Context: an optimization exercise on an open-source flow, tuned for a short achievable clock period and few clock cycles. The choices shown serve that exercise and are no tape-out recipe.
The RTL was checked by simulation tests, not by an equivalence proof against the original design.

==> inputs of trial 53 <==
## ipc_rx_deframer
module ipc_rx_deframer (
    input  wire       clk,
    input  wire       rst,         
    input  wire       s_valid,
    output wire       s_ready,
    input  wire [7:0] s_data,
    output reg        m_valid,
    input  wire       m_ready,
    output reg  [7:0] m_data,
    output reg        m_last,
    output reg        hdr_err,     
    output reg        crc_err      
);
==> flow/config.mk <==
export PLATFORM = sky130hd
export DESIGN_NAME = ipc_rx_deframer
export DESIGN_NICKNAME = ipc_rx_deframer
export VERILOG_FILES = /design/flow/design.v
export SDC_FILE = /design/flow/constraint.sdc
export NUM_CORES = 4
export LEC_CHECK = 0
export ABC_CLOCK_PERIOD_IN_PS = 3000
export CAP_MARGIN = 20
export CORE_MARGIN = 2
export CORE_UTILIZATION = 55
export PLACE_DENSITY = 0.7
export SLEW_MARGIN = 20
==> flow/constraint.sdc <==
create_clock -name core_clock -period 10.0 [get_ports {clk}]
set_input_delay 2.0000 -clock core_clock [delete_from_list [all_inputs] [get_ports {clk}]]
set_output_delay 2.0000 -clock core_clock [all_outputs]
set_load 0.01 [all_outputs]
standard.sh (not shown) runs the stock make flow with config.mk's settings and CLKGATE_MAP_FILE= SYNTH_SCRIPT=/design/flow/synth_recipe.tcl, a recipe that flattens the netlist after the stock synthesis.
==> flow/flow/run.sh <==
#!/bin/bash
set -euo pipefail
bash standard.sh SETUP_SLACK_MARGIN=7 \
  "CTS_ARGS=-sink_clustering_enable -repair_clock_nets -sink_clustering_size 24 -sink_clustering_max_diameter 80 -sink_clustering_levels 1 -balance_levels" \
  finish > standard_finish.log 2>&1
==> trial 4: changes against trial 53 <==
==> flow/design.v (replaced) <==
module ipc_rx_deframer (
    input  wire       clk,
    input  wire       rst,         
    input  wire       s_valid,
    output wire       s_ready,
    input  wire [7:0] s_data,
    output reg        m_valid,
    input  wire       m_ready,
    output reg  [7:0] m_data,
    output reg        m_last,
    output reg        hdr_err,     
    output reg        crc_err      
);
    localparam       AW  = 8;             
    localparam       CAP = 256;           
    localparam       PW  = 10;            
    localparam       K   = 4;             
    localparam       KW  = 2;
    localparam       OD  = 8;             
    localparam [PW-1:0] MARGIN = 10'd16;  
    localparam [1:0] PH_HDR = 2'd0, PH_PAY = 2'd1, PH_CRCH = 2'd2, PH_CRCL = 2'd3;
    localparam [1:0] V_OK = 2'd0, V_HDR = 2'd1, V_CRC = 2'd2;
    function [15:0] crc_byte;
        input [15:0] acc_in;
        input [7:0]  b;
        integer k;
        reg [15:0] acc;
        begin
            acc = acc_in ^ {b, 8'h00};
            for (k = 0; k < 8; k = k + 1)
                acc = acc[15] ? ((acc << 1) ^ 16'h1021) : (acc << 1);
            crc_byte = acc;
        end
    endfunction
    reg          s_ready_r;
    reg          in_v;
    reg  [7:0]   in_d;
    assign s_ready = s_ready_r;
    always @(posedge clk) begin
        in_d <= s_data;
        if (rst) in_v <= 1'b0;
        else     in_v <= s_valid & s_ready_r;
    end
    reg  [7:0]    mem [0:CAP-1];
    reg  [PW-1:0] wp;                     
    always @(posedge clk)
        if (in_v) mem[wp[AW-1:0]] <= in_d;
    always @(posedge clk)
        if (rst)       wp <= {PW{1'b0}};
        else if (in_v) wp <= wp + 1'b1;
    reg  [PW-1:0] sp;                     
    reg           ovf;                    
    reg  [PW-1:0] ovf_p;                  
    reg  [KW:0]   t_cnt;                  
    wire          rewind = ovf && (t_cnt == 0);
    wire          sc_issue = (sp != wp) && !rewind;
    reg           s1_v;
    reg  [PW-1:0] s1_pos;
    reg  [7:0]    s1_grp [0:15];
    reg           s2_v;
    reg  [PW-1:0] s2_pos;
    reg  [7:0]    s2_b;
    reg  [7:0]    h1, h2;                 
    integer j;
    always @(posedge clk) begin
        for (j = 0; j < 16; j = j + 1)
            s1_grp[j] <= mem[{j[3:0], sp[3:0]}];
        s1_pos <= sp;
        s2_b   <= s1_grp[s1_pos[7:4]];
        s2_pos <= s1_pos;
    end
    always @(posedge clk) begin
        if (rst) begin
            sp   <= {PW{1'b0}};
            s1_v <= 1'b0;
            s2_v <= 1'b0;
            h1   <= 8'h00;
            h2   <= 8'h00;
        end else if (rewind) begin
            sp   <= ovf_p;
            s1_v <= 1'b0;
            s2_v <= 1'b0;
            h1   <= 8'h00;
            h2   <= 8'h00;
        end else begin
            if (sc_issue) sp <= sp + 1'b1;
            s1_v <= sc_issue;
            s2_v <= s1_v;
            if (s2_v) begin
                h1 <= s2_b;
                h2 <= h1;
            end
        end
    end
    wire          mark   = s2_v && (h2 == 8'hFF) && (h1 == 8'h55) && (s2_b == 8'hAA);
    wire [PW-1:0] mark_p = s2_pos - 2'd2;
    reg           t_done [0:K-1];
    reg  [1:0]    t_ver  [0:K-1];
    reg  [1:0]    t_ph   [0:K-1];
    reg  [7:0]    t_n    [0:K-1];
    reg  [7:0]    t_lhi  [0:K-1];
    reg  [7:0]    t_len  [0:K-1];
    reg  [15:0]   t_crc  [0:K-1];
    reg           t_mhi  [0:K-1];
    reg  [PW-1:0] t_p    [0:K-1];
    reg  [PW-1:0] t_end  [0:K-1];
    reg  [K-1:0]  t_busy;
    reg  [KW-1:0] t_hd, t_tl;
    wire          alloc = mark && !ovf && (t_cnt != K);
    reg  [PW-1:0] pos;                    
    reg           pos_old;                
    reg  [3:0]    pf;                     
    reg  [PW-1:0] oq_p   [0:3];
    reg  [7:0]    oq_len [0:3];
    reg  [2:0]    oq_wr, oq_rd;
    wire          oq_full  = (oq_wr[1:0] == oq_rd[1:0]) && (oq_wr[2] != oq_rd[2]);
    wire          oq_empty = (oq_wr == oq_rd);
    reg           d_v;
    reg  [1:0]    d_ver;
    reg  [PW-1:0] d_p, d_end;
    reg  [7:0]    d_len;
    wire [PW-1:0] d_diff  = d_p - pos;
    wire          hd_kill = !pos_old && d_diff[PW-1];
    wire [1:0]    hd_ver  = d_ver;
    wire          retire  = d_v && (hd_kill ||
                                    (d_ver == V_OK ? !oq_full : (pf == 4'd0)));
    wire          push_frame = retire && !hd_kill && (d_ver == V_OK);
    always @(posedge clk) begin
        if (rst || retire)
            d_v <= 1'b0;
        else
            d_v <= t_busy[t_hd] && t_done[t_hd];
        d_ver <= t_ver[t_hd];
        d_p   <= t_p[t_hd];
        d_end <= t_end[t_hd];
        d_len <= t_len[t_hd];
    end
    integer k;
    always @(posedge clk) begin
        for (k = 0; k < K; k = k + 1) begin
            if (alloc && t_tl == k) begin
                t_done[k] <= 1'b0;
                t_ph[k]   <= PH_HDR;
                t_n[k]    <= 8'd0;
                t_crc[k]  <= 16'd0;
                t_p[k]    <= mark_p;
            end else if (s2_v && t_busy[k] && !t_done[k]) begin
                case (t_ph[k])
                    PH_HDR: begin
                        t_crc[k] <= crc_byte(t_crc[k], s2_b);
                        t_n[k]   <= t_n[k] + 1'b1;
                        if (t_n[k] == 8'd5)
                            t_lhi[k] <= s2_b;
                        if (t_n[k] == 8'd6) begin
                            if (t_lhi[k] != 8'd0 || s2_b > 8'd128) begin
                                t_done[k] <= 1'b1;
                                t_ver[k]  <= V_HDR;
                            end
                            t_len[k] <= s2_b;
                            t_n[k]   <= s2_b;
                            t_ph[k]  <= (s2_b == 8'd0) ? PH_CRCH : PH_PAY;
                            t_end[k] <= t_p[k] + 4'd12 + s2_b;
                        end
                    end
                    PH_PAY: begin
                        t_crc[k] <= crc_byte(t_crc[k], s2_b);
                        t_n[k]   <= t_n[k] - 1'b1;
                        if (t_n[k] == 8'd1)
                            t_ph[k] <= PH_CRCH;
                    end
                    PH_CRCH: begin
                        t_mhi[k] <= (s2_b == t_crc[k][15:8]);
                        t_ph[k]  <= PH_CRCL;
                    end
                    default: begin
                        t_done[k] <= 1'b1;
                        t_ver[k]  <= (t_mhi[k] && s2_b == t_crc[k][7:0]) ? V_OK : V_CRC;
                    end
                endcase
            end
        end
    end
    always @(posedge clk) begin
        if (rst) begin
            t_busy <= {K{1'b0}};
            t_hd   <= {KW{1'b0}};
            t_tl   <= {KW{1'b0}};
            t_cnt  <= {(KW+1){1'b0}};
            ovf    <= 1'b0;
            ovf_p  <= {PW{1'b0}};
        end else begin
            if (alloc) begin
                t_busy[t_tl] <= 1'b1;
                t_tl <= t_tl + 1'b1;
            end
            if (retire) begin
                t_busy[t_hd] <= 1'b0;
                t_hd <= t_hd + 1'b1;
            end
            t_cnt <= t_cnt + alloc - retire;
            if (rewind)
                ovf <= 1'b0;
            else if (mark && !ovf && (t_cnt == K)) begin
                ovf   <= 1'b1;
                ovf_p <= mark_p;
            end
        end
    end
    wire [PW-1:0] pos_age = wp - pos;
    reg           pf_dec;
    always @(posedge clk) begin
        if (rst) begin
            pos     <= {PW{1'b0}};
            pos_old <= 1'b1;
            pf      <= 4'd0;
            hdr_err <= 1'b0;
            crc_err <= 1'b0;
            oq_wr   <= 3'd0;
        end else begin
            hdr_err <= retire && !hd_kill && (hd_ver == V_HDR);
            crc_err <= retire && !hd_kill && (hd_ver == V_CRC);
            if (push_frame) begin
                pos     <= d_end;
                pos_old <= 1'b0;
                oq_wr   <= oq_wr + 1'b1;
            end else if (pos_age[PW-1]) begin
                pos_old <= 1'b1;
            end
            pf <= pf + push_frame - pf_dec;
        end
    end
    always @(posedge clk)
        if (push_frame) begin
            oq_p[oq_wr[1:0]]   <= d_p;
            oq_len[oq_wr[1:0]] <= d_len;
        end
    reg           ra;                     
    reg  [PW-1:0] rp;
    reg  [7:0]    rrem;
    reg           rfirst;
    reg  [3:0]    occ;                    
    wire          r_issue = ra && (occ < OD);
    wire          m_take  = m_valid && m_ready;
    reg           r1_v, r1_last, r1_first;
    reg  [3:0]    r1_hi;
    reg  [7:0]    r1_grp [0:15];
    always @(posedge clk) begin
        if (rst) begin
            ra    <= 1'b0;
            oq_rd <= 3'd0;
            occ   <= 4'd0;
            r1_v  <= 1'b0;
        end else begin
            if (!ra) begin
                if (!oq_empty) begin
                    ra     <= 1'b1;
                    rp     <= oq_p[oq_rd[1:0]] + 2'd3;
                    rrem   <= oq_len[oq_rd[1:0]] + 4'd9;
                    rfirst <= 1'b1;
                    oq_rd  <= oq_rd + 1'b1;
                end
            end else if (r_issue) begin
                rp     <= rp + 1'b1;
                rrem   <= rrem - 1'b1;
                rfirst <= 1'b0;
                if (rrem == 8'd1)
                    ra <= 1'b0;
            end
            occ  <= occ + r_issue - m_take;
            r1_v <= r_issue;
        end
    end
    always @(posedge clk) begin
        for (j = 0; j < 16; j = j + 1)
            r1_grp[j] <= mem[{j[3:0], rp[3:0]}];
        r1_hi    <= rp[7:4];
        r1_last  <= (rrem == 8'd1);
        r1_first <= rfirst;
    end
    reg  [9:0]    of [0:7];               
    reg  [3:0]    of_wr, of_rd;
    wire          of_empty = (of_wr == of_rd);
    reg           m_first;
    wire          m_load = (!m_valid || m_ready) && !of_empty;
    always @(posedge clk)
        if (r1_v) of[of_wr[2:0]] <= {r1_first, r1_last, r1_grp[r1_hi]};
    always @(posedge clk) begin
        if (rst) begin
            of_wr   <= 4'd0;
            of_rd   <= 4'd0;
            m_valid <= 1'b0;
            m_data  <= 8'd0;
            m_last  <= 1'b0;
            m_first <= 1'b0;
            pf_dec  <= 1'b0;
        end else begin
            if (r1_v) of_wr <= of_wr + 1'b1;
            if (m_load) begin
                {m_first, m_last, m_data} <= of[of_rd[2:0]];
                m_valid <= 1'b1;
                of_rd   <= of_rd + 1'b1;
            end else if (m_ready) begin
                m_valid <= 1'b0;
            end
            pf_dec <= m_take && m_first;
        end
    end
    reg  [PW-1:0] a_sc, a_rp, a_oq, a_hd, a_ov;
    reg  [PW-1:0] m1, m2, m3;
    reg  [PW-1:0] used;
    always @(posedge clk) begin
        a_sc <= wp - sp + 3'd4;
        a_rp <= ra ? (wp - rp) : {PW{1'b0}};
        a_oq <= !oq_empty ? (wp - oq_p[oq_rd[1:0]]) : {PW{1'b0}};
        a_hd <= (t_cnt != 0) ? (wp - t_p[t_hd]) : {PW{1'b0}};
        a_ov <= ovf ? (wp - ovf_p) : {PW{1'b0}};
        m1   <= (a_sc > a_rp) ? a_sc : a_rp;
        m2   <= (a_oq > a_hd) ? a_oq : a_hd;
        m3   <= a_ov;
        used <= (m1 > m2) ? ((m1 > m3) ? m1 : m3) : ((m2 > m3) ? m2 : m3);
    end
    always @(posedge clk) begin
        if (rst)
            s_ready_r <= 1'b0;
        else
            s_ready_r <= (used < CAP - MARGIN);
    end
endmodule
==> flow/run.sh (new file) <==
#!/bin/bash
# synth_recipe.tcl (not shown) runs the flow's synth.tcl, then flattens the netlist and writes it again
# the make line also repeats each setting of config.mk as NAME=value (left out here)
make -C /OpenROAD-flow-scripts/flow DESIGN_CONFIG=/design/flow/config.mk WORK_HOME=/design/flow/orfs CLKGATE_MAP_FILE= SYNTH_SCRIPT=/design/flow/synth_recipe.tcl finish
--- a/flow/config.mk
+++ b/flow/config.mk
@@ -5,9 +5,10 @@
 export SDC_FILE = /design/flow/constraint.sdc
 export NUM_CORES = 4
 export LEC_CHECK = 0
 export ABC_CLOCK_PERIOD_IN_PS = 3000
 export CAP_MARGIN = 20
 export CORE_MARGIN = 2
-export CORE_UTILIZATION = 55
-export PLACE_DENSITY = 0.7
+export CORE_UTILIZATION = 40
+export PLACE_DENSITY = 0.6
+export SETUP_SLACK_MARGIN = 5
 export SLEW_MARGIN = 20
removed: flow/flow/run.sh
removed: flow/standard.sh
==> run_results.csv <==
group,metric,value,unit
outcome,status,"timing/DRC/antenna clean",
synth,synth-simple-area-share,0.0449,
detailed_routing,first_pass_iters,7,
setup_path,max_stage_delay,1.03,ns
power_and_ir_drop,p_sw_frac,0.279,
synth,synth.area.top_cells,"edfxtp_1 53%, mux4_2 22%, dfxtp_1 9.5%",
power_and_ir_drop,p_int,24.8,mW
grt,grt_max_degree,209,
synth,ys_ff_latch,3011,
synth,synth_top_area_frac,0.532,
(the above is from trial 4)
==> run_results.csv <==
group,metric,value,unit
outcome,status,"timing/DRC/antenna clean",
layout,largest_cell_class,"registers",
grt,grt_max_degree,139,
power_and_ir_drop,p_int,16.8,mW
floorplanning,die_y,447,um
detailed_routing,first_pass_iters,8,
synth,synth-simple-area-share,0.0582,
synth,synth_top_area_frac,0.503,
synth,synth.area.top_cells,"edfxtp_1 50%, mux4_2 19%, dfxtp_1 12%",
(the above is from trial 53)
Testbench counts of trial 53, summed over its fixed seeds: cycles 34,053.
Testbench counts of trial 4, summed over its fixed seeds: cycles 34,061.

-- afterwards: timing with drivers on the ports --
No port has a modelled driver above. Below, the same layouts with a new extraction and two added sets of constraints. Step 1, drivers: a clkbuf_16 drives clk and a buf_2 each remaining input, both assumed. Step 2 moves the port delays by t, midway between the first and last clock arrival at a register: inputs arrive t later, outputs are due t later. That takes back most of the time a late clock gives input paths. Three values: ideal ports, drivers, drivers and shift; two values: the first two.
run	t, ns	setup slack, ns	worst setup path at the end	clock arrival spread, ns	worst data-port slew with drivers (ns)
trial 53	0.912	6.593 / 6.495 / 6.238	input to register	0.051 / 0.051	0.05
trial 4	1.003	5.824 / 5.824 / 5.824	register to register	0.039 / 0.040	0.15
After both steps setup and hold are still met in every run listed. The setup slack of trial 53, which loses most, moves by -0.098 ns with the drivers and by -0.355 ns with both steps.
